Source: an optimization exercise on an open RTL-to-GDS flow (aim: small area, a short achievable clock period and few clock cycles per item). Production flows keep margins and buffers that such runs may drop. Function was checked by simulation only, so behaviour that the tests miss may differ from the original.

==> trial 64: inputs <==
==> flow/design.v (excerpt) <==
module tone_core (
    input  wire        clk,
    input  wire        rst,
    input  wire        in_valid,
    output wire        in_ready,
    input  wire [1:0]  op,           
    input  wire [15:0] sample,
    input  wire [31:0] now,
    output reg         out_valid,
    output reg         emit_valid,
    output wire [11:0] emit12,
    output wire [7:0]  emitq,
    output reg         cand_valid,
    output reg  [10:0] cand,
    output reg         retuned,
    output wire [10:0] freq_o,
    output wire [11:0] wave12_o
);
export LEC_CHECK = 0
export CAP_MARGIN = 20
export CORE_MARGIN = 2
export CORE_UTILIZATION = 55
export SLEW_MARGIN = 20
export SYNTH_HIERARCHICAL = 1
export SYNTH_MEMORY_MAX_BITS = 16384
create_clock -name core_clock -period 45.0 [get_ports {clk}]
standard.sh (not shown) runs the stock make flow with config.mk's settings and CLKGATE_MAP_FILE= SYNTH_SCRIPT=/design/flow/synth_recipe.tcl, a recipe that flattens the netlist after the stock synthesis.
==> flow/flow/run.sh <==
#!/bin/bash
# The standard layout with two changes: plain buf_1 cells as the port buffers
# that the standard flow inserts at every input and output, and clock tree
# synthesis without dummy loads.
set -euo pipefail
bash standard.sh finish \
  "BUFFER_PORTS_ARGS=-buffer_cell sky130_fd_sc_hd__buf_1" \
  "CTS_ARGS=-sink_clustering_enable -repair_clock_nets -dont_use_dummy_load" \
  > orfs_make.log 2>&1
==> build 28 (differences from trial 64) <==
--- a/flow/design.v
+++ b/flow/design.v
@@ -1216,38 +1216,37 @@
     wire        top = |dt[30:20];
     wire        mid = |dt[19:10];
     reg  [1:0]  nxt;
     reg  [20:0] dt1;          
     reg         top1;         
     reg  [10:0] fb1;          
     reg  [10:0] fbm;
     reg  [10:0] chm;
-    reg         u_ph, u_acc, v_ph, psh, wph, wacc, last;
+    reg         u_ph, v_acc, psh, wph, wacc, last;
     reg  [1:0]  nxt_n;
     always @(*) begin
-        u_ph = 1'b0; u_acc = 1'b0; v_ph = 1'b0; psh = 1'b0;
+        u_ph = 1'b0; v_acc = 1'b0; psh = 1'b0;
         wph = 1'b0; wacc = 1'b0; last = 1'b1; nxt_n = 2'd0;
         if (rdy) begin
             fbm = freq;
             chm = {1'b0, dt[9:0]};
             u_ph = adv;
+            wph = adv;
             if (adv & (top | mid)) begin
-                wacc = 1'b1; last = 1'b0; nxt_n = top ? 2'd2 : 2'd1;
-            end else begin
-                wph = adv;
+                last = 1'b0; nxt_n = top ? 2'd2 : 2'd1;
             end
         end else if (nxt[1]) begin
             fbm = fb1;
             chm = dt1[20:10];
-            psh = 1'b1; wph = 1'b1; last = 1'b0; nxt_n = 2'd1;
+            psh = 1'b1; wacc = 1'b1; last = 1'b0; nxt_n = 2'd1;
         end else begin
             fbm = fb1;
             chm = {1'b0, dt1[9:0]};
-            u_acc = 1'b1; v_ph = top1; psh = 1'b1; wph = 1'b1;
+            u_ph = 1'b1; v_acc = top1; psh = 1'b1; wph = 1'b1;
         end
     end
     wire pm_t1, pm_t2;
     ha_x u_pm_t1 (.a((fbm[0] & chm[9])), .b((fbm[1] & chm[8])), .s(pm_t1), .co(pm_t2));
     wire pm_t3, pm_t4;
     fa_x u_pm_t3 (.a((fbm[0] & chm[10])), .b((fbm[1] & chm[9])), .c((fbm[2] & chm[8])), .s(pm_t3), .co(pm_t4));
     wire pm_t5, pm_t6;
     ha_x u_pm_t5 (.a((fbm[3] & chm[7])), .b((fbm[4] & chm[6])), .s(pm_t5), .co(pm_t6));
@@ -1540,17 +1539,17 @@
     wire pm_hi_s16 = 1'b0 ^ pm_hi_G15;
     wire [16:0] pm_hi = {pm_hi_s16, pm_hi_s15, pm_hi_s14, pm_hi_s13, pm_hi_s12, pm_hi_s11, pm_hi_s10, pm_hi_s9, pm_hi_s8, pm_hi_s7, pm_hi_s6, pm_hi_s5, pm_hi_s4, pm_hi_s3, pm_hi_s2, pm_hi_s1, 1'b0};
     wire [21:0] pm = {pm_hi[16], pm_hi[15], pm_hi[14], pm_hi[13], pm_hi[12], pm_hi[11], pm_hi[10], pm_hi[9], pm_hi[8], pm_hi[7], pm_hi[6], pm_hi[5], pm_hi[4], pm_hi[3], pm_hi[2], pm_hi[1], pm_lo[5], pm_lo[4], pm_lo[3], pm_lo[2], pm_lo[1], pm_lo[0]};
     reg        rst_r;
     always @(posedge clk) rst_r <= rst;
     reg        v1, ev1, cv1, ret1;
     reg [10:0] cand1;
     reg [21:0] p1;
-    reg        u_ph1, u_acc1, v_ph1, psh1, wph1, wacc1, last1;
+    reg        u_ph1, v_acc1, psh1, wph1, wacc1, last1;
     always @(posedge clk) begin
         if (rst_r) begin
             last_ts <= 32'd0;
             freq    <= 11'd0;
             upd_ts  <= 32'd0;
         end else begin
             if (adv) last_ts <= n0;
             if (ret) begin
@@ -1577,26 +1576,25 @@
             ret1  <= ret;
             cand1 <= map_cand;
             dt1   <= dt[30:10];
             top1  <= top;
             fb1   <= freq;
         end
         p1     <= pm;
         u_ph1  <= u_ph;
-        u_acc1 <= u_acc;
-        v_ph1  <= v_ph;
+        v_acc1 <= v_acc;
         psh1   <= psh;
         wacc1  <= wacc;
         last1  <= last;
     end
     reg  [22:0] acc;
     reg  [22:0] phase;
-    wire [22:0] uu  = (u_ph1 ? phase : 23'd0) | (u_acc1 ? acc : 23'd0);
-    wire [22:0] vv  = v_ph1 ? phase : 23'd0;
+    wire [22:0] uu  = u_ph1 ? phase : 23'd0;
+    wire [22:0] vv  = v_acc1 ? acc : 23'd0;
     wire [31:0] pmx = psh1 ? {p1, 10'd0} : {10'd0, p1};
     wire xs_t1, xs_t2;
     ha_x u_xs_t1 (.a(uu[10]), .b(vv[0]), .s(xs_t1), .co(xs_t2));
     wire xs_t3, xs_t4;
     fa_x u_xs_t3 (.a(uu[11]), .b(vv[1]), .c(pmx[11]), .s(xs_t3), .co(xs_t4));
     wire xs_t5, xs_t6;
     fa_x u_xs_t5 (.a(uu[12]), .b(vv[2]), .c(pmx[12]), .s(xs_t5), .co(xs_t6));
     wire xs_t7, xs_t8;
@@ -2608,33 +2606,69 @@
     wire li_s5 = li_p5 ^ li_G10;
     wire li_s6 = li_p6 ^ li_G8;
     wire li_s7 = li_p7 ^ li_G11;
     wire [7:0] li = {li_s7, li_s6, li_s5, li_s4, li_s3, li_s2, li_s1, li_p0};
     wire [8:0]  tf;
     sine_lut u_lut (.idx(li), .val(tf));
     wire [10:0] tv_r0 = {li[7], li[6], tf[8], tf[7], tf[6], tf[5], tf[4], tf[3], tf[2], tf[1], tf[0]};
     wire [10:0] tv_r1 = {1'b0, 1'b0, li[5], li[4], li[3], li[2], li[1], li[0], 1'b0, 1'b0, 1'b0};
-    wire tv_s3, tv_c3;
-    ha_x u_tv_s3 (.a(tf[3]), .b(li[0]), .s(tv_s3), .co(tv_c3));
-    wire tv_s4, tv_c4;
-    fa_x u_tv_s4 (.a(tf[4]), .b(li[1]), .c(tv_c3), .s(tv_s4), .co(tv_c4));
-    wire tv_s5, tv_c5;
-    fa_x u_tv_s5 (.a(tf[5]), .b(li[2]), .c(tv_c4), .s(tv_s5), .co(tv_c5));
-    wire tv_s6, tv_c6;
-    fa_x u_tv_s6 (.a(tf[6]), .b(li[3]), .c(tv_c5), .s(tv_s6), .co(tv_c6));
-    wire tv_s7, tv_c7;
-    fa_x u_tv_s7 (.a(tf[7]), .b(li[4]), .c(tv_c6), .s(tv_s7), .co(tv_c7));
-    wire tv_s8, tv_c8;
-    fa_x u_tv_s8 (.a(tf[8]), .b(li[5]), .c(tv_c7), .s(tv_s8), .co(tv_c8));
-    wire tv_s9, tv_c9;
-    ha_x u_tv_s9 (.a(li[6]), .b(tv_c8), .s(tv_s9), .co(tv_c9));
-    wire tv_s10, tv_c10;
-    ha_x u_tv_s10 (.a(li[7]), .b(tv_c9), .s(tv_s10), .co(tv_c10));
-    wire [10:0] tv = {tv_s10, tv_s9, tv_s8, tv_s7, tv_s6, tv_s5, tv_s4, tv_s3, tf[2], tf[1], tf[0]};
+    wire tv_p3, tv_g3;
+    ha_x u_tv_p3 (.a(tf[3]), .b(li[0]), .s(tv_p3), .co(tv_g3));
+    wire tv_p4, tv_g4;
+    ha_x u_tv_p4 (.a(tf[4]), .b(li[1]), .s(tv_p4), .co(tv_g4));
+    wire tv_p5, tv_g5;
+    ha_x u_tv_p5 (.a(tf[5]), .b(li[2]), .s(tv_p5), .co(tv_g5));
+    wire tv_p6, tv_g6;
+    ha_x u_tv_p6 (.a(tf[6]), .b(li[3]), .s(tv_p6), .co(tv_g6));
+    wire tv_p7, tv_g7;
+    ha_x u_tv_p7 (.a(tf[7]), .b(li[4]), .s(tv_p7), .co(tv_g7));
+    wire tv_p8, tv_g8;
+    ha_x u_tv_p8 (.a(tf[8]), .b(li[5]), .s(tv_p8), .co(tv_g8));
+    wire tv_G1 = 1'b0 | (tf[1] & 1'b0);
+    wire tv_P1 = tf[1] & tf[0];
+    wire tv_G2 = tv_g3 | (tv_p3 & 1'b0);
+    wire tv_P2 = tv_p3 & tf[2];
+    wire tv_G3 = tv_g5 | (tv_p5 & tv_g4);
+    wire tv_P3 = tv_p5 & tv_p4;
+    wire tv_G4 = tv_g7 | (tv_p7 & tv_g6);
+    wire tv_P4 = tv_p7 & tv_p6;
+    wire tv_G5 = 1'b0 | (li[6] & tv_g8);
+    wire tv_P5 = li[6] & tv_p8;
+    wire tv_G6 = tv_G2 | (tv_P2 & tv_G1);
+    wire tv_P6 = tv_P2 & tv_P1;
+    wire tv_G7 = tv_G4 | (tv_P4 & tv_G3);
+    wire tv_P7 = tv_P4 & tv_P3;
+    wire tv_G8 = tv_G7 | (tv_P7 & tv_G6);
+    wire tv_P8 = tv_P7 & tv_P6;
+    wire tv_G9 = tv_G3 | (tv_P3 & tv_G6);
+    wire tv_P9 = tv_P3 & tv_P6;
+    wire tv_G10 = tv_G5 | (tv_P5 & tv_G8);
+    wire tv_P10 = tv_P5 & tv_P8;
+    wire tv_G11 = 1'b0 | (tf[2] & tv_G1);
+    wire tv_P11 = tf[2] & tv_P1;
+    wire tv_G12 = tv_g4 | (tv_p4 & tv_G6);
+    wire tv_P12 = tv_p4 & tv_P6;
+    wire tv_G13 = tv_g6 | (tv_p6 & tv_G9);
+    wire tv_P13 = tv_p6 & tv_P9;
+    wire tv_G14 = tv_g8 | (tv_p8 & tv_G8);
+    wire tv_P14 = tv_p8 & tv_P8;
+    wire tv_G15 = 1'b0 | (li[7] & tv_G10);
+    wire tv_P15 = li[7] & tv_P10;
+    wire tv_s1 = tf[1] ^ 1'b0;
+    wire tv_s2 = tf[2] ^ tv_G1;
+    wire tv_s3 = tv_p3 ^ tv_G11;
+    wire tv_s4 = tv_p4 ^ tv_G6;
+    wire tv_s5 = tv_p5 ^ tv_G12;
+    wire tv_s6 = tv_p6 ^ tv_G9;
+    wire tv_s7 = tv_p7 ^ tv_G13;
+    wire tv_s8 = tv_p8 ^ tv_G8;
+    wire tv_s9 = li[6] ^ tv_G14;
+    wire tv_s10 = li[7] ^ tv_G10;
+    wire [10:0] tv = {tv_s10, tv_s9, tv_s8, tv_s7, tv_s6, tv_s5, tv_s4, tv_s3, tv_s2, tv_s1, tf[0]};
     wire [10:0] tn = neg3 ? (~tv + 11'd1) : tv;
     wire [11:0] w  = {~neg3 | (tv == 11'd0), tn};
     reg [10:0] freq_r;
     reg [11:0] wave_r;
     always @(posedge clk) begin
         if (rst) out_valid <= 1'b0;
         else     out_valid <= v3;
         if (rst_r)           freq_r <= 11'd0;
==> flow/flow/run.sh (replaced) <==
#!/bin/bash
# The standard layout with two changes: plain buf_1 cells as the port buffers
# that the standard flow inserts at every input and output, and clock tree
# synthesis with larger sink clusters and without dummy loads.
set -euo pipefail
bash standard.sh finish \
  "BUFFER_PORTS_ARGS=-buffer_cell sky130_fd_sc_hd__buf_1" \
  "CTS_ARGS=-sink_clustering_enable -sink_clustering_size 30 -sink_clustering_max_diameter 100 -repair_clock_nets -dont_use_dummy_load" \
  > orfs_make.log 2>&1
==> results.txt <==
| item | trial 64 | build 28 |
|---|---|---|
| Outcome | timing/DRC/antenna clean | timing/DRC/antenna clean |
| GPL Wtd Cong | 0.8893 | 0.9376 |
| Buffer share of cell area | 0.02166 | 0.02227 |
| Inserted Clock Buffers | 39 | 19 |
| End of the critical path | out_valid | wave12_o[8] |
| Area share of the largest cell type after synthesis | 0.2230 | 0.2260 |
| Die height | 227.8 microns | 227.5 microns |
| HPWL after DPL | 48,450 microns | 48,290 microns |
| CTS H-tree depth | 2 | 1 |
| Via count of the first global-routing pass | 20,381 | 19,674 |
| Total wirelength of the detailed-routed design | 63,360 microns | 62,020 microns |
| RR Endpoint | wave_r[10] | k2 |
| Met3 Wirelength | 2904 microns | 2658 microns |
| Arrival time reported for the critical path endpoint | 1.12 ns | 1.07 ns |
| Min-Delay Startpoint | cand2[7] | cand2[8] |
| Well-tap cell count | 672 | 664 |
Testbench counts of trial 64, summed over its fixed seeds: cycles 24,336, items 24,000.
Testbench counts of build 28, summed over its fixed seeds: cycles 24,336, items 24,000.

## re-timing with driven ports
Ports are ideal in the flow. The routed layouts listed here were re-timed in OpenROAD. Step 1 sets driving cells, clkbuf_16 on the clock port and buf_2 on the other inputs (assumed; they add their load-dependent delay and slew). Step 2 moves the port delays by t, midway between the first and last clock arrival at a register: inputs arrive t later, outputs are due t later. That takes back most of the time a late clock gives input paths. a / b / c = ideal ports / drivers / drivers and shift; a / b = the first two.
run | shift t [ns] | setup WS [ns] | clock arrival spread, ns
trial 64 | 0.593 | 34.881 / 34.822 / 34.629 | 0.073 / 0.072
build 28 | 0.586 | 34.933 / 34.874 / 35.067 | 0.095 / 0.095
After both steps every run listed still meets setup and hold. For trial 64, which loses most, drivers alone change the setup slack by -0.059 ns; drivers and shift together by -0.252 ns.
